Context: an optimization exercise on an open-source flow, tuned for small area, a short achievable clock period and few clock cycles. The choices shown serve that exercise and are no tape-out recipe.
The RTL was checked by simulation tests, not by an equivalence proof against the original design.
Power and IR drop assume default switching activity.

File: design.v
module sla_layer_codec (
    input  wire        clk,
    input  wire        rst,
    input  wire        cmd_valid,
    output wire        cmd_ready,
    input  wire        cmd_op,        
    input  wire [7:0]  cmd_w,
    input  wire [7:0]  cmd_h,
    input  wire [3:0]  cmd_n,         
    input  wire [19:0] cmd_len,       
    output reg         mem_re,
    output reg         mem_we,
    output reg  [15:0] mem_addr,
    output reg  [7:0]  mem_wdata,
    input  wire [7:0]  mem_rdata,
    output wire        tok_out_valid,
    input  wire        tok_out_ready,
    output wire [7:0]  tok_out_data,
    input  wire        tok_in_valid,
    output wire        tok_in_ready,
    input  wire [7:0]  tok_in_data,
    output wire        done,
    output wire        done_fail,
    output wire [3:0]  done_code,
    output wire [31:0] done_word
);
    localparam [3:0]
        ST_IDLE  = 4'd0,
        ST_MUL   = 4'd1,    
        ST_SRUN  = 4'd2,    
        ST_MSTR  = 4'd4,    
        ST_MRMW  = 4'd5,    
        ST_MCHK  = 4'd6,    
        ST_MGRP  = 4'd7,    
        ST_MTAIL = 4'd8,    
        ST_MSLOW = 4'd9,    
        ST_DONE  = 4'd10;
    reg [3:0]  st;
    reg        op;
    reg        pz;           
    reg [3:0]  nreg;
    reg [2:0]  mcnt;
    reg [15:0] pm1;          
    reg [15:0] idx;
    reg [26:0] pl;           
    reg [26:0] D;            
    reg [19:0] blft;
    reg        blz;
    reg        rfail;
    reg [3:0]  rcode;
    reg        rvalid;       
    reg [3:0]  tg1, tg2;     
    reg [3:0]  fb, fl;       
    reg [2:0]  fcnt;
    reg        cur;
    reg [6:0]  pend;
    reg        pz0, p125;    
    reg        sfl;          
    reg [3:0]  cpl;          
    reg        tv;
    reg [6:0]  trem;
    reg        tvalid;
    reg        newtok;
    reg [7:0]  bdat;         
    reg        bv;
    reg        conv;         
    reg        fin;          
    reg [1:0]  ph;
    reg [31:0] cnt;          
    wire [7:0] acc = cnt[7:0];
    assign cmd_ready    = (st == ST_IDLE);
    assign done         = (st == ST_DONE);
    assign done_fail    = rfail;
    assign done_code    = rcode;
    assign done_word    = {5'd0, D};
    assign tok_in_ready = (st == ST_MSTR) && !bv && !blz;
    wire n_ok = (nreg == 4'd1) || (nreg == 4'd2) || (nreg == 4'd4) || (nreg == 4'd8);
    reg rbit;
    always @(*) begin
        case (nreg)
            4'd1:    rbit = mem_rdata[7];
            4'd2:    rbit = (mem_rdata[7:6] >= {tg2[0], 1'b1});
            4'd4:    rbit = (mem_rdata[7:5] >= {tg2[1:0], 1'b1});
            default: rbit = (mem_rdata[7:4] >= {tg2[2:0], 1'b1});
        endcase
    end
    wire [8:0]  mul_sum  = {1'b0, pm1[15:8]} + (pm1[0] ? {1'b0, D[7:0]} : 9'd0);
    wire        lastg    = (idx[15:3] == pm1[15:3]);    
    wire        has_tail = (pm1[2:0] != 3'd7);          
    wire [16:0] idx_inc  = {1'b0, idx} + 17'd1;
    wire        idx_last = lastg && (idx[2:0] == pm1[2:0]);
    wire        rd_more  = (pl[3:0] != nreg);
    wire [2:0]  credit   = fcnt + {2'd0, rvalid} + {2'd0, mem_re};
    wire        s_issue  = (st == ST_SRUN) && rd_more && (credit <= 3'd3);
    wire hv = (fcnt != 3'd0);
    wire hb = fb[0];
    wire hl = fl[0];
    wire s_ext = pz0 || (hb == cur && !p125);
    assign tok_out_valid = (st == ST_SRUN) && (sfl || (hv && !s_ext));
    assign tok_out_data  = {cur, pend};
    wire s_take = tok_out_valid && tok_out_ready;
    wire s_pop  = (st == ST_SRUN) && hv && (sfl ? tok_out_ready : (s_ext || tok_out_ready));
    wire s_push = (st == ST_SRUN) && rvalid;
    wire [2:0]  pos     = idx[2:0];
    wire [7:0]  tend    = {1'b0, trem} + {5'd0, pos};   
    wire        gdone   = (tend[7:3] != 5'd0);         
    wire        tlast   = (tend <= 8'd8);              
    wire        in_tail = lastg && has_tail;
    wire        pl_hi   = (pl[26:3] != 24'd0);       
    wire        bitwise = in_tail || conv;
    wire [12:0] g_inc   = idx[15:3] + 13'd1;
    reg  [7:0]  acc_new;
    integer k;
    always @(*) begin
        for (k = 0; k < 8; k = k + 1)
            acc_new[k] = ((k >= pos) && (gdone || k < tend[2:0])) ? tv : acc[k];
    end
    reg t_free;
    always @(*) begin
        t_free = !tvalid;
        if (tvalid) begin
            if (trem == 7'd0 || pz)
                t_free = 1'b1;
            else if (pl_hi && !conv)
                t_free = 1'b0;
            else if (bitwise)
                t_free = (trem == 7'd1) && !(pl != 27'd0 && tv);
            else
                t_free = tlast;
        end
    end
    wire t_acc    = tok_in_ready && tok_in_valid;
    wire t_from_b = (st == ST_MSTR) && t_free && bv;
    wire t_from_i = (st == ST_MSTR) && t_free && !bv && t_acc;
    function [4:0] q_lut;
        input [7:0] n;
        begin
            if (n <= 8'd9) q_lut = 5'd28;
            else if (n <= 8'd10) q_lut = 5'd25;
            else if (n <= 8'd11) q_lut = 5'd23;
            else if (n <= 8'd12) q_lut = 5'd21;
            else if (n <= 8'd13) q_lut = 5'd19;
            else if (n <= 8'd14) q_lut = 5'd18;
            else if (n <= 8'd15) q_lut = 5'd17;
            else if (n <= 8'd17) q_lut = 5'd15;
            else if (n <= 8'd18) q_lut = 5'd14;
            else if (n <= 8'd19) q_lut = 5'd13;
            else if (n <= 8'd21) q_lut = 5'd12;
            else if (n <= 8'd23) q_lut = 5'd11;
            else if (n <= 8'd25) q_lut = 5'd10;
            else if (n <= 8'd28) q_lut = 5'd9;
            else if (n <= 8'd31) q_lut = 5'd8;
            else if (n <= 8'd36) q_lut = 5'd7;
            else if (n <= 8'd42) q_lut = 5'd6;
            else if (n <= 8'd51) q_lut = 5'd5;
            else if (n <= 8'd63) q_lut = 5'd4;
            else if (n <= 8'd85) q_lut = 5'd3;
            else if (n <= 8'd127) q_lut = 5'd2;
            else if (n <= 8'd255) q_lut = 5'd1;
            else q_lut = 5'd0;
        end
    endfunction
    wire [7:0] qdiv = (pl[26:8] != 19'd0) ? 8'd0 : {3'd0, q_lut(pl[7:0])};
    function [7:0] f_lut;
        input [3:0] n;
        input [3:0] c;
        begin
            case ({n, c})
            8'h10: f_lut = 8'd0;
            8'h11: f_lut = 8'd255;
            8'h20: f_lut = 8'd0;
            8'h21: f_lut = 8'd127;
            8'h22: f_lut = 8'd254;
            8'h30: f_lut = 8'd0;
            8'h31: f_lut = 8'd85;
            8'h32: f_lut = 8'd170;
            8'h33: f_lut = 8'd255;
            8'h40: f_lut = 8'd0;
            8'h41: f_lut = 8'd63;
            8'h42: f_lut = 8'd126;
            8'h43: f_lut = 8'd189;
            8'h44: f_lut = 8'd252;
            8'h50: f_lut = 8'd0;
            8'h51: f_lut = 8'd51;
            8'h52: f_lut = 8'd102;
            8'h53: f_lut = 8'd153;
            8'h54: f_lut = 8'd204;
            8'h55: f_lut = 8'd255;
            8'h60: f_lut = 8'd0;
            8'h61: f_lut = 8'd42;
            8'h62: f_lut = 8'd84;
            8'h63: f_lut = 8'd126;
            8'h64: f_lut = 8'd168;
            8'h65: f_lut = 8'd210;
            8'h66: f_lut = 8'd252;
            8'h70: f_lut = 8'd0;
            8'h71: f_lut = 8'd36;
            8'h72: f_lut = 8'd72;
            8'h73: f_lut = 8'd108;
            8'h74: f_lut = 8'd144;
            8'h75: f_lut = 8'd180;
            8'h76: f_lut = 8'd216;
            8'h77: f_lut = 8'd252;
            8'h80: f_lut = 8'd0;
            8'h81: f_lut = 8'd31;
            8'h82: f_lut = 8'd62;
            8'h83: f_lut = 8'd93;
            8'h84: f_lut = 8'd124;
            8'h85: f_lut = 8'd155;
            8'h86: f_lut = 8'd186;
            8'h87: f_lut = 8'd217;
            8'h88: f_lut = 8'd248;
            default: f_lut = 8'd0;
            endcase
        end
    endfunction
    wire [3:0] cnt_sel = cnt[{idx[2:0], 2'b00} +: 4];
    wire [7:0] gval    = fin ? f_lut(pl[3:0], cnt_sel) : {4'd0, cnt_sel};
    wire [3:0] gmax    = fin ? (pl[3:0] - 4'd1) : 4'd7;    
    reg [7:0] wdata_n;
    always @(*) begin
        case (st)
            ST_MSTR:  wdata_n = bitwise ? {7'd0, tv} : acc_new;
            ST_MRMW:  wdata_n = mem_rdata + 8'd1;
            ST_MSLOW: wdata_n = cnt[15:8];
            default:  wdata_n = gval;
        endcase
    end
    always @(posedge clk) begin
        mem_addr  <= {idx[15:3], (st == ST_MSTR && !bitwise) ? pl[2:0] : idx[2:0]};
        mem_wdata <= wdata_n;
        tg1       <= {idx_last, pl[2:0]};
        tg2       <= tg1;
        if (rst) begin
            st            <= ST_IDLE;
            mem_re        <= 1'b0;
            mem_we        <= 1'b0;
            rvalid        <= 1'b0;
            tvalid        <= 1'b0;
            bv            <= 1'b0;
        end else begin
            mem_re <= 1'b0;
            mem_we <= 1'b0;
            rvalid <= mem_re;
            case (st)
                ST_IDLE: begin
                    if (cmd_valid) begin
                        op     <= cmd_op;
                        pz     <= (cmd_w == 8'd0) || (cmd_h == 8'd0);
                        nreg   <= cmd_n;
                        blft   <= cmd_len;
                        blz    <= (cmd_len == 20'd0);
                        pm1    <= {cmd_w - 8'd1, cmd_h - 8'd1};
                        mcnt   <= 3'd0;
                        idx    <= 16'd0;
                        pl     <= 27'd0;
                        D      <= {19'd0, cmd_w};
                        rfail  <= 1'b0;
                        rcode  <= 4'd0;
                        st     <= ST_MUL;
                    end
                end
                ST_MUL: begin
                    pm1  <= {mul_sum, pm1[7:1]};
                    mcnt <= mcnt + 3'd1;
                    if (mcnt == 3'd7) begin
                        D      <= 27'd0;
                        fcnt   <= 3'd0;
                        sfl    <= 1'b0;
                        pend   <= 7'd0;
                        pz0    <= 1'b1;
                        p125   <= 1'b0;
                        cpl    <= 4'd0;
                        tvalid <= 1'b0;
                        newtok <= 1'b0;
                        bv     <= 1'b0;
                        conv   <= 1'b0;
                        fin    <= 1'b0;
                        ph     <= 2'd0;
                        cnt    <= 32'd0;
                        if (op) begin
                            st <= ST_MSTR;
                        end else if (!n_ok) begin
                            rfail <= 1'b1;
                            rcode <= 4'd6;
                            D     <= {23'd0, nreg};
                            st    <= ST_DONE;
                        end else if (pz) begin
                            st <= ST_DONE;
                        end else begin
                            st <= ST_SRUN;
                        end
                    end
                end
                ST_SRUN: begin
                    if (s_issue) begin
                        mem_re   <= 1'b1;
                        if (idx_last) begin
                            idx <= 16'd0;
                            pl  <= pl + 27'd1;
                        end else begin
                            idx <= idx_inc[15:0];
                        end
                    end
                    if (s_pop) begin
                        fb <= {1'b0, fb[3:1]};
                        fl <= {1'b0, fl[3:1]};
                    end
                    if (s_push) begin
                        fb[fcnt - {2'd0, s_pop}] <= rbit;
                        fl[fcnt - {2'd0, s_pop}] <= tg2[3];
                    end
                    fcnt <= fcnt + {2'd0, s_push} - {2'd0, s_pop};
                    if (s_take)
                        D <= D + 27'd1;
                    if (sfl) begin
                        if (tok_out_ready) begin
                            cpl <= cpl + 4'd1;
                            if (cpl + 4'd1 == nreg)
                                st <= ST_DONE;
                            if (hv) begin
                                cur  <= hb;
                                pend <= 7'd1;
                                pz0  <= 1'b0;
                                p125 <= 1'b0;
                                sfl  <= hl;
                            end else begin
                                pend <= 7'd0;
                                pz0  <= 1'b1;
                                p125 <= 1'b0;
                                sfl  <= 1'b0;
                            end
                        end
                    end else if (s_pop) begin
                        sfl <= hl;
                        pz0  <= 1'b0;
                        p125 <= s_ext && !pz0 && (pend == 7'd124);
                        if (s_ext && !pz0) begin
                            pend <= pend + 7'd1;
                        end else begin
                            cur  <= hb;
                            pend <= 7'd1;
                        end
                    end
                end
                ST_MSTR: begin
                    if (t_acc) begin
                        blft <= blft - 20'd1;
                        blz  <= (blft == 20'd1);
                    end
                    if (t_acc && !t_from_i) begin
                        bdat <= tok_in_data;
                        bv   <= 1'b1;
                    end else if (t_from_b) begin
                        bv   <= 1'b0;
                    end
                    newtok <= t_from_b || t_from_i;
                    if (newtok && !pz)
                        D <= D + {20'd0, trem};
                    if (tvalid) begin
                        if (trem == 7'd0 || pz) begin
                            tvalid <= 1'b0;
                        end else if (pl_hi && !conv) begin
                            fin <= 1'b0;
                            ph  <= 2'd0;
                            cnt <= 32'd0;
                            st  <= ST_MGRP;
                        end else if (bitwise) begin
                            if (pl == 27'd0) begin
                                mem_we    <= 1'b1;
                            end
                            if (pl != 27'd0 && tv) begin
                                mem_re <= 1'b1;
                                st     <= ST_MRMW;
                            end else begin
                                trem <= trem - 7'd1;
                                if (trem == 7'd1)
                                    tvalid <= 1'b0;
                                if (idx_last) begin
                                    idx <= 16'd0;
                                    pl  <= pl + 27'd1;
                                end else begin
                                    idx <= idx_inc[15:0];
                                end
                            end
                        end else begin
                            cnt[7:0] <= acc_new;
                            trem <= tlast ? 7'd0 : (tend[6:0] - 7'd8);
                            if (tlast)
                                tvalid <= 1'b0;
                            if (gdone) begin
                                mem_we    <= 1'b1;
                                if (lastg) begin
                                    idx <= 16'd0;
                                    pl  <= pl + 27'd1;
                                end else begin
                                    idx <= {g_inc, 3'd0};
                                end
                            end else begin
                                idx[2:0] <= tend[2:0];
                            end
                        end
                    end else if (blz && !bv) begin
                        st <= ST_MCHK;
                    end
                    if (t_from_b) begin
                        tv     <= bdat[7];
                        trem   <= bdat[6:0];
                        tvalid <= 1'b1;
                    end else if (t_from_i) begin
                        tv     <= tok_in_data[7];
                        trem   <= tok_in_data[6:0];
                        tvalid <= 1'b1;
                    end
                end
                ST_MRMW: begin
                    if (rvalid) begin
                        mem_we    <= 1'b1;
                        trem      <= trem - 7'd1;
                        if (trem == 7'd1)
                            tvalid <= 1'b0;
                        if (idx_last) begin
                            idx <= 16'd0;
                            pl  <= pl + 27'd1;
                        end else begin
                            idx <= idx_inc[15:0];
                        end
                        st <= ST_MSTR;
                    end
                end
                ST_MCHK: begin
                    ph  <= 2'd0;
                    cnt <= 32'd0;
                    fin <= 1'b1;
                    if (pz) begin
                        rfail <= 1'b1;
                        rcode <= 4'd13;
                        st    <= ST_DONE;
                    end else if (idx != 16'd0) begin
                        rfail <= 1'b1;
                        rcode <= 4'd8;
                        st    <= ST_DONE;
                    end else if (pl == 27'd0) begin
                        rfail <= 1'b1;
                        rcode <= 4'd13;
                        st    <= ST_DONE;
                    end else begin
                        D    <= pl;
                        if (conv)
                            st <= ST_MSLOW;
                        else
                            st <= ST_MGRP;
                    end
                end
                ST_MGRP: begin
                    if (rvalid) begin
                        for (k = 0; k < 8; k = k + 1)
                            cnt[4*k +: 4] <= cnt[4*k +: 4] + {3'd0, mem_rdata[k]};
                    end
                    case (ph)
                        2'd0: begin
                            if (in_tail) begin
                                if (fin) begin
                                    st <= ST_MTAIL;
                                end else begin
                                    idx  <= 16'd0;
                                    conv <= 1'b1;
                                    st   <= ST_MSTR;
                                end
                            end else begin
                                mem_re   <= 1'b1;
                                if ({1'b0, idx[2:0]} == gmax) begin
                                    idx[2:0] <= 3'd0;
                                    ph       <= 2'd1;
                                end else begin
                                    idx[2:0] <= idx[2:0] + 3'd1;
                                end
                            end
                        end
                        2'd1: begin
                            if (rvalid && !mem_re)
                                ph <= 2'd2;
                        end
                        default: begin
                            mem_we    <= 1'b1;
                            if (idx[2:0] == 3'd7) begin
                                cnt <= 32'd0;
                                ph  <= 2'd0;
                                if (lastg) begin
                                    if (fin) begin
                                        st  <= ST_DONE;
                                    end else begin
                                        idx  <= 16'd0;
                                        conv <= 1'b1;
                                        st   <= ST_MSTR;
                                    end
                                end else begin
                                    idx <= {g_inc, 3'd0};
                                end
                            end else begin
                                idx[2:0] <= idx[2:0] + 3'd1;
                            end
                        end
                    endcase
                end
                ST_MTAIL: begin
                    case (ph)
                        2'd0: begin
                            mem_re   <= 1'b1;
                            ph       <= 2'd1;
                        end
                        2'd1: begin
                            if (rvalid) begin
                                cnt <= {8{mem_rdata[3:0]}};
                                ph       <= 2'd2;
                            end
                        end
                        default: begin
                            mem_we    <= 1'b1;
                            ph        <= 2'd0;
                            if (idx_last)
                                st <= ST_DONE;
                            else
                                idx <= idx_inc[15:0];
                        end
                    endcase
                end
                ST_MSLOW: begin
                    case (ph)
                        2'd0: begin
                            mem_re   <= 1'b1;
                            ph       <= 2'd1;
                        end
                        2'd1: begin
                            if (rvalid) begin
                                cnt[23:16] <= mem_rdata;
                                cnt[15:8]  <= 8'd0;
                                ph         <= 2'd2;
                            end
                        end
                        default: begin
                            if (cnt[23:16] != 8'd0) begin
                                cnt[23:16] <= cnt[23:16] - 8'd1;
                                cnt[15:8]  <= cnt[15:8] + qdiv;
                            end else begin
                                mem_we    <= 1'b1;
                                ph        <= 2'd0;
                                if (idx_last)
                                    st <= ST_DONE;
                                else
                                    idx <= idx_inc[15:0];
                            end
                        end
                    endcase
                end
                ST_DONE: st <= ST_IDLE;
                default: st <= ST_IDLE;
            endcase
        end
    end
endmodule
File: standard.sh
#!/bin/bash
# synth_recipe.tcl (not shown) runs the flow's synth.tcl, then flattens the netlist and writes it again
# the make line also repeats each setting of config.mk as NAME=value (left out here)
make -C /OpenROAD-flow-scripts/flow DESIGN_CONFIG=/design/flow/config.mk WORK_HOME=/design/flow/orfs CLKGATE_MAP_FILE= SYNTH_SCRIPT=/design/flow/synth_recipe.tcl "${@:-finish}"
File: config.mk
export PLATFORM = sky130hd
export DESIGN_NAME = sla_layer_codec
export DESIGN_NICKNAME = sla_layer_codec
export VERILOG_FILES = /design/flow/design.v
export SDC_FILE = /design/flow/constraint.sdc
export NUM_CORES = 4
export LEC_CHECK = 0
export CAP_MARGIN = 20
export CORE_MARGIN = 2
export CORE_UTILIZATION = 40
export PLACE_DENSITY = 0.6
export SETUP_SLACK_MARGIN = 5
export SLEW_MARGIN = 20
File: constraint.sdc
create_clock -name core_clock -period 10.0 [get_ports {clk}]
set_input_delay 2.0000 -clock core_clock [delete_from_list [all_inputs] [get_ports {clk}]]
set_output_delay 2.0000 -clock core_clock [all_outputs]
set_load 0.01 [all_outputs]
File: flow/run.sh
#!/bin/bash
# The standard layout (standard.sh: standard synthesis, floorplan, place,
# CTS, route, finish), with the timing repair aiming 6 ns below the clock
# period instead of config.mk's at most 5 ns.  Full tool output: flow.log.
set -euo pipefail
bash standard.sh SETUP_SLACK_MARGIN=6 finish > flow.log 2>&1
==> results.toml, run 1 <==
[global_route]
antenna_found_initial = 1
grt_start_max_net_pins = 54
track_usage_pct = 24.6
grt.met1_usage_pct = 35.1
met3_usage_pct = 4.08
grt_pass1_vias = 15100
grt_pass1_wl_um = 87400
grt.met2_usage_pct = 38.4
grt_overflow = 0
busiest_layer = "met2"

[clock_network]
htreeDepth = 1
cts_sinks = 241
numCtsBuffers = 30
cts_tree = "yes"
root_buffer = "clkbuf_16"
clkLatencyLatePin_ps = 600
clk_path_buf_depth = 3
cts.clk_slew.worst_paths_ps = 60
cts_hold_buf = 0

[sta]
fin_skew_ps = 33.6
worst_pin_slew_ps = 1150
finalSetupViolCount = 0
fin_crit_ps = 4080
setup-tns-final_ps = 0
fmax_ghz = 0.245
slew_headroom_pct = 23.1
period_share_pct = 40.8
rsz0062_at_grt = "true"
drv_slew = 0
holdWs_ps = 310
hold_viol_final = 0

[critical_path]
critPathMaxFanout = 25
r2r_start = "pl[1]"
endpoint_kind = "output pin"
r2r_slack_ps = 6100
crit_arrival_ps = 2080
r2r-end = "cnt[14]"
startpoint = "st[3]"
worstRegToRegCells = 18
cp_data_required_time_ps = 8000
start_kind = "flip-flop"
critPathKind = "flip-flop to output pin"

[floorplan]
rows = 76
initial_core_util_pct = 40.4
die_area_um2 = 45100
coreArea_um2 = 43000
die_height_um = 212
boundaryPins = 137
die_width_um = 212

[logic_synthesis]
synthFlopType = "edfxtp_1"
ys_seq_area_share_pct = 39.3
synth_top_cell_by_area = "edfxtp_1"
syn_inst = 1934
synth_area_per_cell_um2 = 8.97
ys_seq_elements = 241
syn-cell-area_um2 = 17400
synth_top_area_share_pct = 34.6
synth_area_leaders = "edfxtp_1, ha_1, o21ai_0, dfxtp_1, nand2_1"
async_flop_share_pct = 0
ys_types = 87
yosysWarnings = 1
synth-edff-count = 200

[hold_path]
worstHoldStart = "tg1[2]"
hp-class = "flip-flop to flip-flop"
min_path_cells = 0
hold_end = "tg2[2]"

[drt]
dr_total_vias = 16000
viasPerCell = 6.06
wirelength_um = 56600
firstDrtPassIters = 7
drtAntennaViolNets = 0
post_drt_wl_per_cell_um = 21.4
drc_errors = 0
drtIter0Drc = 1594

[pwr]
total_power_mw = 5.54
vdd_ir_drop_max_mv = 0.153
power_density_nw_per_um2 = 269
power.leakage_nw = 7.36

[cells_and_area]
insertedDiodeCount = 0
syn_to_final_growth_pct = 18.8
fillCellCount = 4112
fin_nets = 2175
drive_above_1_share_pct = 8.52

[placement]
routabilityCongestion = 0.946
post-dp-hpwl_um = 40500
io_buffers = 131

[outcome]
status = "timing/DRC/antenna clean"

[job]
drv_cap = 0
[registers in the layout, summed over array words and instances, names as in the netlist, 16 cells and up]
name / flops
cnt: 32
D: 27
pl: 27
blft: 20
idx: 16
mem_addr: 16
pm1: 16
[Yosys cell counts, types with 7 or more instances]
cell and n:
nor2b_1 17, buf_2 10, a311oi_1 10, and2_1 24, o22ai_1 14, mux2i_1 33
o41ai_1 7, xor2_1 71, buf_4 7, a31oi_1 26, dfxtp_1 41, inv_1 54
or2_2 7, o221ai_1 20, a21o_1 23, a211oi_1 27, nand2_1 197, a32oi_1 7
o211ai_1 14, nand4_1 27, edfxtp_1 200, xnor2_1 70, nor4_1 25, o21ai_0 179
a22o_1 8, nand3_1 64, or4_1 7, nor3b_1 7, nand2b_1 16, nor2_1 178
and3_1 39, ha_1 76, a22oi_1 12, nor3_1 52, a21oi_1 126, a221oi_1 9
buf_1 10, clkbuf_1 87, mux4_2 8, or3_1 10
[per-layer routing]
layer / part of all wire [%] / vias up
li1: - / 7420
met1: 44 / 7722
met2: 44 / 738
met3: 8.6 / 114
met4: 2.9 / 2
met5: 0.023 / -
[layout by cell type (no fill, tap or decap), types with 9 or more instances in the layout]
cell and instances:
edfxtp_1 200, nand2_1 194, o21ai_0 175, nor2_1 172
clkdlybuf4s50_1 127, a21oi_1 120, ha_1 72, xor2_1 71
xnor2_1 70, nand3_1 64, inv_1 52, nor3_1 46
buf_4 41, dfxtp_1 40, and3_1 39, mux2i_1 33
clkbuf_16 32, nand4_1 27, a31oi_1 26, a211oi_1 25
nor4_1 24, and2_1 24, a21o_1 22, o221ai_1 20
nor2b_1 16, nand2b_1 15, o211ai_1 14, o22ai_1 13
a22oi_1 12, a311oi_1 10, or3_1 9
[cells by family (layout without fill, tap and decap cells)]
family / Yosys count / in the layout / synth area share, %
other: 1 / 5 / 0.0216
adders and majority gates: 82 / 82 / 6.17
muxes: 50 / 50 / 3.74
AOI/OAI and AO/OA: 548 / 548 / 20.1
and+or+nand+nor: 695 / 695 / 19.2
buffers and inverters: 175 / 292 / 4.23
xor gates and xnor gates: 142 / 142 / 7.21
DFF: 241 / 241 / 39.3
[worst max-delay path by stage]
stage | cells past startpoint | slack, ps | endpoint
floorplan | 5 | 5840 | pl[0]
detailed placement | 7 | 5200 | idx[12]
global placement | 7 | 5290 | idx[12]
finish | 5 | 5920 | cmd_ready
CTS | 5 | 5810 | tok_in_ready
global route | 18 | 5820 | cnt[14]
[worst max-delay path, stage by stage (launching register included)]
cell	delay, ps
dfxtp_1	320
buf_12	170
nor2_4	180
nand2_2	130
inv_1	130
clkdlybuf4s50_1	550
[through the flow]
step           instance area, um2  worst slack (ps)  instances  utilization [%]
3_3_place_gp                19100              5290       2558             44.5
5_1_grt                     20600              5820       2640             47.9
4_1_cts                     20400              5810       2628             47.4
6_report                    20600              5920       2640             47.9
3_5_place_dp                19100              5200       2558             44.5
2_1_floorplan               17400              5840       1938                -
[area by class of cell]
cell class,count,area [um2],area share (%)
Tap cell,585,732,3.55
Clock inverter,14,145,0.704
Multi-Input combinational cell,1522,10100,48.8
Inverter,56,218,1.06
Timing Repair Buffer,180,1770,8.61
Clock buffer,42,847,4.11
Sequential cell,241,6830,33.1
[power by group]
group / internal [mW] / leakage [nW] / total (mW) / switching (mW)
Clock: 0.644 / 0.493 / 1.10 / 0.460
Sequential: 1.50 / 2.22 / 1.83 / 0.324
Combinational: 1.03 / 4.65 / 2.61 / 1.58
Total: 3.18 / 7.36 / 5.54 / 2.36
[repair_timing]
item                       CTS  global route
gates cloned                 0             1
buffers inserted            14            11
pin swaps                    5            12
setup endpoints to repair  104            91
gates resized for setup     39            20
hold endpoints to repair     0             0
Testbench counts, summed over its fixed seeds: cycles 457,048.
==> run 2: changes to the inputs <==
--- a/design.v
+++ b/design.v
@@ -37,4 +37,5 @@
         ST_DONE  = 4'd10;
     reg [3:0]  st;
+    reg        f_idle, f_srun, f_mstr;    
     reg        op;
     reg        pz;           
@@ -69,10 +70,10 @@
     reg [31:0] cnt;          
     wire [7:0] acc = cnt[7:0];
-    assign cmd_ready    = (st == ST_IDLE);
+    assign cmd_ready    = f_idle;
     assign done         = (st == ST_DONE);
     assign done_fail    = rfail;
     assign done_code    = rcode;
     assign done_word    = {5'd0, D};
-    assign tok_in_ready = (st == ST_MSTR) && !bv && !blz;
+    assign tok_in_ready = f_mstr && !bv && !blz;
     wire n_ok = (nreg == 4'd1) || (nreg == 4'd2) || (nreg == 4'd4) || (nreg == 4'd8);
     reg rbit;
@@ -92,14 +93,14 @@
     wire        rd_more  = (pl[3:0] != nreg);
     wire [2:0]  credit   = fcnt + {2'd0, rvalid} + {2'd0, mem_re};
-    wire        s_issue  = (st == ST_SRUN) && rd_more && (credit <= 3'd3);
+    wire        s_issue  = f_srun && rd_more && (credit <= 3'd3);
     wire hv = (fcnt != 3'd0);
     wire hb = fb[0];
     wire hl = fl[0];
     wire s_ext = pz0 || (hb == cur && !p125);
-    assign tok_out_valid = (st == ST_SRUN) && (sfl || (hv && !s_ext));
+    assign tok_out_valid = f_srun && (sfl || (hv && !s_ext));
     assign tok_out_data  = {cur, pend};
     wire s_take = tok_out_valid && tok_out_ready;
-    wire s_pop  = (st == ST_SRUN) && hv && (sfl ? tok_out_ready : (s_ext || tok_out_ready));
-    wire s_push = (st == ST_SRUN) && rvalid;
+    wire s_pop  = f_srun && hv && (sfl ? tok_out_ready : (s_ext || tok_out_ready));
+    wire s_push = f_srun && rvalid;
     wire [2:0]  pos     = idx[2:0];
     wire [7:0]  tend    = {1'b0, trem} + {5'd0, pos};   
@@ -131,6 +132,6 @@
     end
     wire t_acc    = tok_in_ready && tok_in_valid;
-    wire t_from_b = (st == ST_MSTR) && t_free && bv;
-    wire t_from_i = (st == ST_MSTR) && t_free && !bv && t_acc;
+    wire t_from_b = f_mstr && t_free && bv;
+    wire t_from_i = f_mstr && t_free && !bv && t_acc;
     function [4:0] q_lut;
         input [7:0] n;
@@ -228,5 +229,5 @@
     end
     always @(posedge clk) begin
-        mem_addr  <= {idx[15:3], (st == ST_MSTR && !bitwise) ? pl[2:0] : idx[2:0]};
+        mem_addr  <= {idx[15:3], (f_mstr && !bitwise) ? pl[2:0] : idx[2:0]};
         mem_wdata <= wdata_n;
         tg1       <= {idx_last, pl[2:0]};
@@ -234,4 +235,7 @@
         if (rst) begin
             st            <= ST_IDLE;
+            f_idle        <= 1'b1;
+            f_srun        <= 1'b0;
+            f_mstr        <= 1'b0;
             mem_re        <= 1'b0;
             mem_we        <= 1'b0;
@@ -259,4 +263,5 @@
                         rcode  <= 4'd0;
                         st     <= ST_MUL;
+                        f_idle <= 1'b0;
                     end
                 end
@@ -281,4 +286,5 @@
                         if (op) begin
                             st <= ST_MSTR;
+                            f_mstr <= 1'b1;
                         end else if (!n_ok) begin
                             rfail <= 1'b1;
@@ -290,4 +296,5 @@
                         end else begin
                             st <= ST_SRUN;
+                            f_srun <= 1'b1;
                         end
                     end
@@ -317,6 +324,8 @@
                         if (tok_out_ready) begin
                             cpl <= cpl + 4'd1;
-                            if (cpl + 4'd1 == nreg)
-                                st <= ST_DONE;
+                            if (cpl + 4'd1 == nreg) begin
+                                st     <= ST_DONE;
+                                f_srun <= 1'b0;
+                            end
                             if (hv) begin
                                 cur  <= hb;
@@ -366,4 +375,5 @@
                             cnt <= 32'd0;
                             st  <= ST_MGRP;
+                            f_mstr <= 1'b0;
                         end else if (bitwise) begin
                             if (pl == 27'd0) begin
@@ -373,4 +383,5 @@
                                 mem_re <= 1'b1;
                                 st     <= ST_MRMW;
+                                f_mstr <= 1'b0;
                             end else begin
                                 trem <= trem - 7'd1;
@@ -403,4 +414,5 @@
                     end else if (blz && !bv) begin
                         st <= ST_MCHK;
+                        f_mstr <= 1'b0;
                     end
                     if (t_from_b) begin
@@ -427,4 +439,5 @@
                         end
                         st <= ST_MSTR;
+                        f_mstr <= 1'b1;
                     end
                 end
@@ -447,6 +460,8 @@
                     end else begin
                         D    <= pl;
-                        if (conv)
-                            st <= ST_MSLOW;
+                        if (conv) begin
+                            cnt[7:0] <= qdiv;
+                            st       <= ST_MSLOW;
+                        end
                         else
                             st <= ST_MGRP;
@@ -467,4 +482,5 @@
                                     conv <= 1'b1;
                                     st   <= ST_MSTR;
+                                    f_mstr <= 1'b1;
                                 end
                             end else begin
@@ -494,4 +510,5 @@
                                         conv <= 1'b1;
                                         st   <= ST_MSTR;
+                                        f_mstr <= 1'b1;
                                     end
                                 end else begin
@@ -542,5 +559,5 @@
                             if (cnt[23:16] != 8'd0) begin
                                 cnt[23:16] <= cnt[23:16] - 8'd1;
-                                cnt[15:8]  <= cnt[15:8] + qdiv;
+                                cnt[15:8]  <= cnt[15:8] + cnt[7:0];
                             end else begin
                                 mem_we    <= 1'b1;
@@ -554,6 +571,12 @@
                     endcase
                 end
-                ST_DONE: st <= ST_IDLE;
-                default: st <= ST_IDLE;
+                ST_DONE: begin
+                    st     <= ST_IDLE;
+                    f_idle <= 1'b1;
+                end
+                default: begin
+                    st     <= ST_IDLE;
+                    f_idle <= 1'b1;
+                end
             endcase
         end
==> run 2 against run 1 <==
Effect of this change: via count decreased by 0.53%; largest cell class unchanged; total power increased by 3.5%; critical endpoint is now done; register-to-register slack better by 120 ps.
==> results.toml, run 2 <==
[logic_synthesis]
yosysMostFrequentCell = "edfxtp_1"
synth_top_cell_by_area = "edfxtp_1"
synth_area_leaders = "edfxtp_1, ha_1, dfxtp_1, nand2_1, o21ai_0"
synth_area_per_cell_um2 = 9.06
ys_top_cells_by_count = "edfxtp_1, nand2_1, nor2_1"
ys_seq_elements = 244
syn-cell-area_um2 = 17400
synth-edff-count = 200
async_flop_share_pct = 0
synth_top_area_share_pct = 34.4
ys_seq_area_share_pct = 39.5
syn_inst = 1926
synthFlopType = "edfxtp_1"
yosysWarnings = 1
ys_types = 87

[cells_and_area]
top_regs = "cnt (32), D (27), pl (27)"
fin_nets = 2164
layout_commonest_cell = "edfxtp_1"
top_register = "cnt"
final_cells = 2626
fillCellCount = 4071
insertedDiodeCount = 0
drive_above_1_share_pct = 7.45
largest_reg_flops = 32
final_cell_mix = "edfxtp_1, nand2_1, nor2_1"
syn_to_final_growth_pct = 17.5
final_util_pct = 47.6

[placement]
routabilityCongestion = 0.934
io_buffers = 131
place_inst = 2563
post-dp-hpwl_um = 41500

[drt]
drtIter0Drc = 1449
drc_errors = 0
firstDrtPassIters = 5
dr_total_vias = 15900
post_drt_wl_per_cell_um = 21.5
wirelength_um = 56400
drtAntennaViolNets = 0
viasPerCell = 6.06

[floorplan]
die_width_um = 213
boundaryPins = 137
coreArea_um2 = 43100
die_area_um2 = 45300
initial_core_util_pct = 40.5
rows = 76
die_height_um = 213

[critical_path]
start_kind = "flip-flop"
cp_data_required_time_ps = 8000
r2r_slack_ps = 6220
endpoint_kind = "output pin"
critPathMaxFanout = 30
r2r_start = "pl[1]"
critPathKind = "flip-flop to output pin"
startpoint = "st[0]"
crit_arrival_ps = 2120

[clock_network]
cts_sinks = 244
cts.clk_slew.worst_paths_ps = 60
root_buffer = "clkbuf_16"
numCtsBuffers = 29
cts_tree = "yes"
clk_path_buf_depth = 3
clkLatencyLatePin_ps = 590
htreeDepth = 1

[sta]
hold_viol_final = 0
drv_slew = 0
fin_crit_ps = 4120
worst_pin_slew_ps = 1100
period_share_pct = 41.2
slew_headroom_pct = 26.5
setup-tns-final_ps = 0
finalSetupViolCount = 0
rsz0062_at_grt = "true"
fmax_ghz = 0.243
fin_skew_ps = 27.9

[global_route]
grt_overflow = 0
grt_start_max_net_pins = 44
track_usage_pct = 24.6
grt_pass1_vias = 15300
grt_pass1_wl_um = 87000
antenna_found_initial = 0

[pwr]
clkPwrFrac_pct = 19.5
power.leakage_nw = 7.39
p_comb_share_pct = 46.3
power_density_nw_per_um2 = 280
p_int_mw = 3.26
vdd_ir_drop_max_mv = 0.148
p_sw_share_pct = 43.1
p_seq_share_pct = 34.2
power.switching_mw = 2.47

[job]
drv_cap = 0

[hold_path]
hp-class = "flip-flop to flip-flop"
worstHoldStart = "tg1[1]"

[outcome]
status = "timing/DRC/antenna clean"
run 2: critical path, stage by stage (launching register included):
cell	delay, ps
dfxtp_1	300
buf_6	180
inv_8	160
nand2_1	130
nor2_2	190
clkdlybuf4s50_1	550
run 2: cells by family (layout without fill, tap and decap cells):
family / count (synthesis) / in the layout / share of synthesized area (%)
mux: 57 / 57 / 3.89
xor+xnor: 144 / 144 / 7.23
other cells: 1 / 5 / 0.0215
flops: 244 / 244 / 39.5
simple gates: 675 / 675 / 19.0
compound gates: 542 / 542 / 19.9
fa+ha+maj: 84 / 84 / 6.28
buf+inv: 179 / 290 / 4.20
run 2: per-layer routing:
layer  up-vias  track usage [%]  routed length, um
met3       116             4.15               4500
met2       714             39.9              26200
met4         0             8.58               1810
met5         -                0                  0
met1      7667             33.0              23900
li1       7414                -                  -
run 2: metrics by stage:
step | setup slack [ps] | hold slack (ps) | instance area [um2] | total power, mW
finish | 5880 | 321 | 20500 | 5.74
global route | 5810 | 322 | 20500 | 6.09
CTS | 5780 | 324 | 20400 | 5.71
detailed placement | 5110 | 315 | 19300 | 4.56
global placement | 5180 | 310 | 19300 | 4.53
floorplan | 6050 | 310 | 17500 | 3.59
run 2: path summary, 6_finish.rpt:
kind / to / depth (start not counted)
max: done / 5
min: tg2[1] / 0
min reg2reg: tg2[1] / 0
max reg2reg: trem[5] / 10
run 2: timing repair:
action                                 4_1_cts  5_1_grt
setup endpoints to repair                   51       53
gates resized for setup                     17       11
pin swaps                                    2        1
hold buffers                                 0        0
endpoints found under the hold margin        0        0
buffers inserted                             5        4
run 2: layout make-up:
| cell class | count | area [um2] | share of cell area [%] |
|---|---|---|---|
| clock buffer | 37 | 828 | 4.04 |
| sequential | 244 | 6900 | 33.6 |
| inverter | 66 | 268 | 1.31 |
| multi-input combinational | 1507 | 10000 | 48.7 |
| timing repair buffer | 170 | 1610 | 7.83 |
| tap | 585 | 732 | 3.57 |
| clock inverter | 17 | 179 | 0.872 |
run 2: power groups by stage:
stage,Sequential [mW],Clock (mW),Combinational [mW]
global route,2.00,1.18,2.90
floorplan,1.81,0,1.78
CTS,1.95,1.14,2.62
detailed placement,1.97,0,2.59
global placement,1.97,0,2.56
finish,1.96,1.12,2.66
Testbench counts of run 2, summed over its fixed seeds: cycles 457,048.
==> run 3: changes to the inputs <==
==> flow/run.sh (replaced) <==
#!/bin/bash
# The standard layout (standard.sh: standard synthesis, floorplan, place,
# CTS, route, finish), with the timing repair aiming 6.5 ns below the clock
# period instead of config.mk's at most 5 ns.  Full tool output: flow.log.
set -euo pipefail
bash standard.sh SETUP_SLACK_MARGIN=6.5 finish > flow.log 2>&1
==> run 3 against run 2 <==
Effect of this change: flip-flop and latch count unchanged; register-to-register slack improved by 360 ps; total power increased by 4.0%; highest routed layer is now met5; cell count increased by 2.9%; first-iteration DRC count increased by 6.4%; critical path depth increased by 1; largest power group unchanged; sequential share of layout area decreased by 1.4 points; routed wire length increased by 5.7%; clock power about the same; clock skew increased by 3.4 ps; die area unchanged; synthesized cell count unchanged.
==> results.toml, run 3 <==
[logic_synthesis]
yosysWarnings = 1
synth_area_leaders = "edfxtp_1, ha_1, dfxtp_1, nand2_1, o21ai_0"
yosysMostFrequentCell = "edfxtp_1"
ys_top_cells_by_count = "edfxtp_1, nand2_1, nor2_1"
syn_inst = 1926
synthFlopType = "edfxtp_1"
ys_types = 87
synth_top_cell_by_area = "edfxtp_1"
synth_top_area_share_pct = 34.4
synth_area_per_cell_um2 = 9.06
synth-edff-count = 200
ys_seq_elements = 244
ys_seq_area_share_pct = 39.5
async_flop_share_pct = 0
syn-cell-area_um2 = 17400

[sta]
slew_headroom_pct = 25.7
finalSetupViolCount = 0
fin_skew_ps = 31.4
fin_crit_ps = 3780
fmax_ghz = 0.264
drv_slew = 0
worst_pin_slew_ps = 1100
rsz0062_at_grt = "true"
hold_viol_final = 0
period_share_pct = 37.8
setup-tns-final_ps = 0

[clock_network]
cts_hold_buf = 0
cts_tree = "yes"
htreeDepth = 1
numCtsBuffers = 30
clkLatencyLatePin_ps = 600
root_buffer = "clkbuf_16"
clk_path_buf_depth = 3
cts_sinks = 244
cts.clk_slew.worst_paths_ps = 60

[outcome]
status = "timing/DRC/antenna clean"

[global_route]
antenna_found_initial = 2
grt_overflow = 0
grt_pass1_vias = 15400
grt_start_max_net_pins = 50
track_usage_pct = 25.7
grt_pass1_wl_um = 90100

[critical_path]
critPathMaxFanout = 2
critPathKind = "flip-flop to output pin"
start_kind = "flip-flop"
cp_data_required_time_ps = 8000
crit_path_max_incr_delay_ps = 430
crit_chain = "xor2_2, nor2_1, nor2_1, nor2_2, nor2_2, buf_2"
endpoint_kind = "output pin"
crit_arrival_ps = 1780
crit_slowest_cell = "edfxtp_1"

[cells_and_area]
fillCellCount = 4035
top_register = "cnt"
insertedDiodeCount = 0
final_area_um2 = 21400
final_cell_mix = "edfxtp_1, nand2_1, nor2_1"
fin_nets = 2238
largest_reg_flops = 32
layout_commonest_cell = "edfxtp_1"
syn_to_final_growth_pct = 22.9
top_regs = "cnt (32), D (27), pl (27)"
drive_above_1_share_pct = 12.9

[floorplan]
rows = 76
die_width_um = 213
boundaryPins = 137
die_height_um = 213
coreArea_um2 = 43100
initial_core_util_pct = 40.5
die_area_um2 = 45300

[drt]
drtIter0Drc = 1542
dr_total_vias = 16200
firstDrtPassIters = 6
post_drt_wl_per_cell_um = 22.1
viasPerCell = 6.01
drtAntennaViolNets = 0
drc_errors = 0
wirelength_um = 59600

[placement]
place_area_um2 = 19400
routabilityCongestion = 0.937
io_buffers = 131
post-dp-hpwl_um = 42000

[pwr]
power_density_nw_per_um2 = 278
vdd_ir_drop_max_mv = 0.104
power.leakage_nw = 7.94

[hold_path]
hp-class = "flip-flop to flip-flop"

[job]
drv_cap = 0
## run 3: cell types whose count changed in the layout (fill, tap and decap cells not counted), moves of 4 or more
cell / change
buf_4: +55
clkdlybuf4s50_1: -46
dlygate4sd2_1: +38
buf_6: +10
nor2_1: -6
a21oi_1: -5
buf_12: +4
clkbuf_1: +4
clkinv_1: -4
## run 3: metal layers
layer  vias to the layer above  wire length (um)  part of all wire (%)  track usage, %
li1                       7561                 -                     -               -
met1                      7846             24900                    42            34.4
met2                       713             28300                    47            42.4
met3                       119              4670                   7.8            4.37
met4                         2              1750                   2.9            7.91
met5                         -                13                 0.022               0
## run 3: through the flow
step / util, % / worst slack, ps / power (mW) / hold slack (ps) / instances
after floorplan: - / 6160 / 3.61 / 310 / 1930
after global placement: 45.0 / 5510 / 4.55 / 312 / 2558
after detailed placement: 45.0 / 5260 / 4.58 / 312 / 2558
after CTS: 48.7 / 6190 / 5.81 / 326 / 2670
after global routing: 49.8 / 6150 / 6.32 / 328 / 2701
final: 49.8 / 6220 / 5.96 / 325 / 2701
## run 3: power by group
part	internal, mW	leakage (nW)	switching [mW]
Clock	0.653	0.487	0.465
Sequential	1.53	2.24	0.388
Combinational	1.20	5.21	1.73
Total	3.38	7.94	2.59
## run 3: critical path: cells and delay by family (launching register included)
family / cells / cell delay (ps)
DFF: 1 / 430
xor gates and xnor gates: 1 / 230
buffers and inverters: 1 / 150
and+or+nand+nor: 4 / 380
## run 3: final cells by class
class	instances	area [um2]	area share [%]
Clock inverter	13	158	0.735
Sequential cell	244	6900	32.2
Timing Repair Buffer	241	2220	10.4
Clock buffer	43	860	4.01
Multi-Input combinational cell	1509	10300	47.9
Inverter	66	292	1.36
Tap cell	585	732	3.41
## run 3: final timing paths
| kind | start | endpoint | slack (ps) | depth (start not counted) |
|---|---|---|---|---|
| max | cur | tok_out_valid | 6220 | 6 |
| min | tg1[1] | tg2[1] | 330 | 0 |
| max reg2reg | fcnt[0] | D[2] | 6580 | 21 |
| min reg2reg | tg1[1] | tg2[1] | 330 | 0 |
## run 3: timing repair
action	4_1_cts	5_1_grt
setup buffers	54	27
gates cloned	2	4
resized for setup	101	50
endpoints found under the setup margin	251	170
pin swaps	16	13
## run 3: cell families (layout without fill, tap and decap cells)
kind of cell               count (synthesis)  in the layout  share of synthesized area [%]
and+or+nand+nor                          675            677                           19.0
adders and majority gates                 84             84                           6.28
other                                      1              5                         0.0215
AOI/OAI and AO/OA                        542            542                           19.9
xor gates and xnor gates                 144            144                           7.23
buffers and inverters                    179            363                           4.20
DFF                                      244            244                           39.5
muxes                                     57             57                           3.89
==> run 4: changes to the inputs <==
--- a/design.v
+++ b/design.v
@@ -53,4 +53,5 @@
     reg [3:0]  tg1, tg2;     
     reg [3:0]  fb, fl;       
+    reg        lb;           
     reg [2:0]  fcnt;
     reg        cur;
@@ -95,7 +96,7 @@
     wire        s_issue  = f_srun && rd_more && (credit <= 3'd3);
     wire hv = (fcnt != 3'd0);
-    wire hb = fb[0];
+    wire hb = fb[0];         
     wire hl = fl[0];
-    wire s_ext = pz0 || (hb == cur && !p125);
+    wire s_ext = pz0 || (!hb && !p125);
     assign tok_out_valid = f_srun && (sfl || (hv && !s_ext));
     assign tok_out_data  = {cur, pend};
@@ -274,4 +275,6 @@
                         sfl    <= 1'b0;
                         pend   <= 7'd0;
+                        cur    <= 1'b0;
+                        lb     <= 1'b0;
                         pz0    <= 1'b1;
                         p125   <= 1'b0;
@@ -315,5 +318,6 @@
                     end
                     if (s_push) begin
-                        fb[fcnt - {2'd0, s_pop}] <= rbit;
+                        fb[fcnt - {2'd0, s_pop}] <= rbit ^ lb;
+                        lb <= rbit;
                         fl[fcnt - {2'd0, s_pop}] <= tg2[3];
                     end
@@ -329,5 +333,5 @@
                             end
                             if (hv) begin
-                                cur  <= hb;
+                                cur  <= cur ^ hb;
                                 pend <= 7'd1;
                                 pz0  <= 1'b0;
@@ -348,5 +352,5 @@
                             pend <= pend + 7'd1;
                         end else begin
-                            cur  <= hb;
+                            cur  <= cur ^ hb;
                             pend <= 7'd1;
                         end
==> run 4 against run 3 <==
Effect of this change: non-clock buffer count fell by 11; count of clock-buffer cells in the layout is 10 lower; first-iteration DRC count fell by 2.5%; synthesized cell count is 1.3% higher; routed wire length rose by 0.64%; via count rose by 0.35%; die area up 0.74%; final area increased by 1.2%; clock power increased by 6%; combinational power down 22%; largest power group unchanged.
==> results.toml, run 4 <==
[outcome]
status = "timing/DRC/antenna clean"

[cells_and_area]
final_cells = 2713
top_register = "cnt"
fillCellCount = 3987
final_util_pct = 50.2
syn_to_final_growth_pct = 23.4
layout_commonest_cell = "nand2_1"
largest_reg_flops = 32
top_regs = "cnt (32), D (27), pl (27)"
fin_nets = 2252
final_cell_mix = "nand2_1, edfxtp_1, nor2_1"
drive_above_1_share_pct = 13.4
insertedDiodeCount = 0

[global_route]
grt_pass1_wl_um = 91500
grt_pass1_vias = 15700
antenna_found_initial = 1
grt_start_max_net_pins = 44
track_usage_pct = 25.8
grt_overflow = 0

[sta]
fin_crit_ps = 3640
drv_slew = 0
finalSetupViolCount = 0
slew_headroom_pct = 30.6
fin_skew_ps = 40.4
holdWs_ps = 325
setup-tns-final_ps = 0
rsz0062_at_grt = "true"
fmax_ghz = 0.275
hold_viol_final = 0
worst_pin_slew_ps = 1040
period_share_pct = 36.4

[logic_synthesis]
async_flop_share_pct = 0
syn_inst = 1951
synth_area_leaders = "edfxtp_1, ha_1, dfxtp_1, nand2_1, xnor2_1"
yosysMostFrequentCell = "nand2_1"
ys_seq_elements = 245
synth_area_per_cell_um2 = 9.01
ys_types = 88
ys_seq_area_share_pct = 39.3
yosysWarnings = 1
synthFlopType = "edfxtp_1"
ys_top_cells_by_count = "nand2_1, edfxtp_1, nor2_1"
syn-cell-area_um2 = 17600
synth-edff-count = 201
synth_top_cell_by_area = "edfxtp_1"
synth_top_area_share_pct = 34.3

[hold_path]
hold_end = "tg2[2]"
hp-class = "flip-flop to flip-flop"
worstHoldStart = "tg1[2]"
min_path_cells = 0

[clock_network]
clk_path_buf_depth = 3
clkLatencyLatePin_ps = 600
numCtsBuffers = 30
cts_sinks = 245
cts_hold_buf = 0
cts_tree = "yes"
cts.clk_slew.worst_paths_ps = 60
htreeDepth = 1
root_buffer = "clkbuf_16"

[critical_path]
crit_chain = "nor3_4, nor3_1, o21a_1, buf_2"
start_kind = "flip-flop"
endpoint_kind = "output pin"
crit_path_max_incr_delay_ps = 440
critPathMaxFanout = 2
cp_data_required_time_ps = 8000
critPathKind = "flip-flop to output pin"
crit_slowest_cell = "edfxtp_1"
r2r_start = "idx[1]"
worstRegToRegCells = 15
r2r-end = "trem[0]"
r2r_slack_ps = 6500
crit_arrival_ps = 1640

[pwr]
vdd_ir_drop_max_mv = 0.178
total_power_mw = 5.25
power.leakage_nw = 8.00
power_density_nw_per_um2 = 242

[placement]
routabilityCongestion = 0.922
io_buffers = 131
place_inst = 2586
post-dp-hpwl_um = 42400

[floorplan]
coreArea_um2 = 43300
die_width_um = 214
initial_core_util_pct = 40.6
rows = 76
boundaryPins = 137
die_area_um2 = 45600
die_height_um = 214

[drt]
firstDrtPassIters = 7
dr_total_vias = 16300
viasPerCell = 6.01
drtIter0Drc = 1503
wirelength_um = 60000
drc_errors = 0
post_drt_wl_per_cell_um = 22.1
drtAntennaViolNets = 0

[job]
drv_cap = 0
==> run 4: worst max-delay path by stage <==
| stage | startpoint | endpoint | slack [ps] |
|---|---|---|---|
| finish | fcnt[0] | tok_out_valid | 6360 |
| global placement | mem_rdata[6] | fb[2] | 5320 |
| detailed placement | mem_rdata[6] | fb[2] | 5300 |
| global route | fcnt[0] | tok_out_valid | 6290 |
| CTS | fcnt[1] | tok_out_valid | 6330 |
| floorplan | rst | pl[0] | 6130 |
==> run 4: logic make-up after synthesis <==
| logic type | synth area share [%] |
|---|---|
| buffers and inverters | 4.36 |
| AO/OA/AOI/OAI | 19.3 |
| adder cells (fa/ha/maj) | 6.31 |
| other | 0.0213 |
| AND/OR/NAND/NOR | 19.9 |
| multiplexers | 3.30 |
| flip-flops | 39.3 |
| XOR/XNOR | 7.52 |
==> run 4: worst max-delay path: cells and delay by family (launching register included) <==
family / cells / cell delay, ps
simple gates: 2 / 290
flops: 1 / 440
buf+inv: 1 / 130
compound gates: 1 / 180
==> run 4: repair_timing <==
item | CTS | global route
pin swaps | 16 | 24
setup endpoints to repair | 236 | 113
resized for setup | 139 | 56
cloned | 4 | 1
buffers inserted | 52 | 15
==> run 4: area by class of cell <==
class	count	area, um2	share of cell area [%]
clock buffer	33	762	3.51
clock inverter	22	289	1.33
inverter	73	290	1.34
multi-input combinational	1525	10500	48.2
sequential	245	6940	32.0
tap	585	732	3.37
timing repair buffer	230	2220	10.2
==> run 4: through the flow <==
step	instance area (um2)	setup WS [ps]
floorplan	17800	6130
global placement	19600	5320
detailed placement	19600	5300
CTS	21400	6330
global route	21700	6290
finish	21700	6360
==> run 4: routing by layer <==
layer / track usage [%] / up-vias / share of wire [%]
met2: 42.5 / 682 / 47
met3: 3.37 / 133 / 6.9
met5: 0 / - / 0
met4: 10.5 / 0 / 4.1
met1: 34.4 / 7931 / 42
li1: - / 7552 / -
==> run 4: power breakdown <==
| group | switching, mW | internal [mW] |
|---|---|---|
| registers | 0.304 | 1.46 |
| clock network | 0.466 | 0.725 |
| logic | 1.34 | 0.959 |
| total | 2.11 | 3.14 |
Testbench counts of run 4, summed over its fixed seeds: cycles 457,048.
==> run 5: changes to the inputs <==
==> flow/run.sh (replaced) <==
#!/bin/bash
# The standard layout (standard.sh: standard synthesis, floorplan, place,
# CTS, route, finish), with the timing repair aiming 6.75 ns below the clock
# period instead of config.mk's at most 5 ns.  Full tool output: flow.log.
set -euo pipefail
bash standard.sh SETUP_SLACK_MARGIN=6.75 finish > flow.log 2>&1
==> run 5 against run 4 <==
Effect of this change: fmax is 0.45% lower; via count up 3.4%; sequential power is essentially flat; critical endpoint unchanged; highest routed layer unchanged.
==> results.toml, run 5 <==
[global_route]
grt_overflow = 0
track_usage_pct = 26.3
antenna_found_initial = 0
grt_start_max_net_pins = 44
grt_pass1_wl_um = 93300
grt_pass1_vias = 15900

[sta]
rsz0062_at_grt = "true"
worst_pin_slew_ps = 1090
setup-tns-final_ps = 0
drv_slew = 0
fmax_ghz = 0.274
holdWs_ps = 324
period_share_pct = 36.5
fin_crit_ps = 3650
hold_viol_final = 0
finalSetupViolCount = 0
slew_headroom_pct = 27.1
fin_skew_ps = 12.7

[clock_network]
cts.clk_slew.worst_paths_ps = 60
numCtsBuffers = 30
cts_tree = "yes"
cts_sinks = 245
clkLatencyLatePin_ps = 600
htreeDepth = 1
root_buffer = "clkbuf_16"
clk_path_buf_depth = 3

[cells_and_area]
fin_nets = 2328
top_register = "cnt"
insertedDiodeCount = 0
final_cell_mix = "nand2_1, edfxtp_1, nor2_1"
drive_above_1_share_pct = 20.2
top_regs = "cnt (32), D (27), pl (27)"
syn_to_final_growth_pct = 28.5
multiInputGateArea_um2 = 10800
regArea_um2 = 6940
largest_reg_flops = 32
layout_commonest_cell = "nand2_1"
fillCellCount = 3943

[pwr]
vdd_ir_drop_max_mv = 0.169
power.leakage_nw = 8.45
power_density_nw_per_um2 = 239

[logic_synthesis]
synth_area_per_cell_um2 = 9.01
ys_seq_area_share_pct = 39.3
synth_top_area_share_pct = 34.3
syn-cell-area_um2 = 17600
ys_types = 88
synth_area_leaders = "edfxtp_1, ha_1, dfxtp_1, nand2_1, xnor2_1"
synth_compound_area_share_pct = 19.3
synth-edff-count = 201
synthFlopType = "edfxtp_1"
synth_top_family_by_area = "simple AND/OR/NAND/NOR gates"
ys_seq_elements = 245
yosysWarnings = 1
yosysMostFrequentCell = "nand2_1"
yosys.area_share.simple_pct = 19.9
synth.area.mux_share_pct = 3.30
syn_inst = 1951
async_flop_share_pct = 0
synth_xor_area_share_pct = 7.52
synth_top_cell_by_area = "edfxtp_1"
synthAdderAreaFrac_pct = 6.31
ys_top_cells_by_count = "nand2_1, edfxtp_1, nor2_1"

[placement]
io_buffers = 131
routabilityCongestion = 0.967
post-dp-hpwl_um = 42700

[floorplan]
die_height_um = 214
initial_core_util_pct = 40.6
rows = 76
boundaryPins = 137
coreArea_um2 = 43300
die_width_um = 214
die_area_um2 = 45600

[drt]
wirelength_um = 62000
drc_errors = 0
drtAntennaViolNets = 0
drtIter0Drc = 1470
post_drt_wl_per_cell_um = 22.2
firstDrtPassIters = 8
dr_total_vias = 16800
viasPerCell = 6.04

[critical_path]
cp_data_required_time_ps = 8000
r2r_slack_ps = 6490
crit_arrival_ps = 1650
endpoint_kind = "output pin"
start_kind = "flip-flop"
critPathMaxFanout = 2
r2r_start = "trem[0]"
critPathKind = "flip-flop to output pin"
startpoint = "fcnt[0]"

[job]
drv_cap = 0

[hold_path]
hp-class = "flip-flop to flip-flop"
worstHoldStart = "tg1[2]"

[outcome]
status = "timing/DRC/antenna clean"
## run 5: cell counts after synthesis
Identical to the previous run, type by type.
## run 5: repair_timing
item / CTS / global route
gates resized for setup: 318 / 90
setup buffers: 93 / 41
setup endpoints to repair: 316 / 199
hold buffers: 0 / 0
cloned: 8 / 3
pin swaps: 40 / 49
## run 5: worst max-delay path, stage by stage (launching register included)
cell,delay (ps)
edfxtp_1,440
nor3_4,240
nor3_2,50
o21a_1,180
buf_2,140
## run 5: through the flow
| stage | util [%] | total power, mW | instance area [um2] | setup slack, ps | std cells |
|---|---|---|---|---|---|
| 2_1_floorplan | - | 3.08 | 17900 | 6150 | 1955 |
| 3_3_place_gp | 45.5 | 3.80 | 19700 | 5220 | 2588 |
| 3_5_place_dp | 45.5 | 3.83 | 19700 | 5210 | 2589 |
| 4_1_cts | 50.6 | 5.23 | 21900 | 6330 | 2746 |
| 5_1_grt | 52.2 | 5.67 | 22600 | 6290 | 2790 |
| 6_report | 52.2 | 5.39 | 22600 | 6350 | 2790 |
## run 5: path summary, 6_finish.rpt
check / end / cells past startpoint
setup / recovery: tok_out_valid / 4
hold / removal: tg2[2] / 0
setup reg to reg: trem[5] / 15
hold reg to reg: tg2[2] / 0
## run 5: power by group
group	total, mW	internal, mW	switching, mW
registers	1.75	1.46	0.295
clock network	1.15	0.684	0.470
logic	2.49	1.07	1.42
total	5.39	3.21	2.19
## run 5: final cells by class
cell class / count / area share (%)
clock inverter: 12 / 0.432
clock buffer: 44 / 4.20
tap: 585 / 3.24
timing repair inverter: 1 / 0.0222
timing repair buffer: 305 / 12.4
inverter: 73 / 1.32
sequential: 245 / 30.7
multi-input combinational: 1525 / 47.7
## run 5: cell families (layout without fill, tap and decap cells)
family,Yosys count,in the layout
xor gates and xnor gates,151,151
AOI/OAI and AO/OA,519,519
DFF,245,245
muxes,47,47
and+or+nand+nor,718,718
other,1,5
adders and majority gates,85,85
buffers and inverters,185,435
## run 5: metal layers
layer / share of wire [%] / vias to the layer above / GRT usage (%)
li1: - / 7702 / -
met1: 42 / 8201 / 35.8
met2: 46 / 781 / 42.7
met3: 7.6 / 160 / 3.60
met4: 4.0 / 0 / 10.1
met5: 0 / - / 0

==> afterwards: timing with drivers on the ports <==
The results above use ideal ports. As a check the final layouts listed here were re-extracted and re-timed, cells and wires unchanged.
Step 1 (the two cells are an assumption about what drives the block):
set clk [get_ports {clk}]
set_driving_cell -lib_cell sky130_fd_sc_hd__clkbuf_16 $clk
set_driving_cell -lib_cell sky130_fd_sc_hd__buf_2 [delete_from_list [all_inputs] $clk]
Step 2 adds t to the input delays and takes it off the output delays; t is the mean of the earliest and latest rising clock arrival at the registers after step 1. Input paths then give back, and output paths get back, about the clock's delay inside the block.
Three values: ideal, step 1, step 2; two values: the first two.
run	t (ns)	setup slack, ns	hold slack, ns	worst setup path after step 2	clock arrival spread, ns
run 1	0.637	5.921 / 5.865 / 5.447	0.310 / 0.310 / 0.310	input to register	0.034 / 0.033
run 2	0.626	5.879 / 5.826 / 5.548	0.321 / 0.321 / 0.321	input to register	0.028 / 0.028
run 3	0.642	6.219 / 6.163 / 5.932	0.325 / 0.325 / 0.325	input to register	0.031 / 0.032
run 4	0.639	6.364 / 6.306 / 5.953	0.325 / 0.325 / 0.325	input to register	0.041 / 0.041
run 5	0.647	6.348 / 6.290 / 5.925	0.324 / 0.324 / 0.324	input to register	0.013 / 0.013
After both steps every run listed still meets setup and hold. For run 1, which loses most, drivers alone change the setup slack by -0.056 ns; drivers and shift together by -0.474 ns.
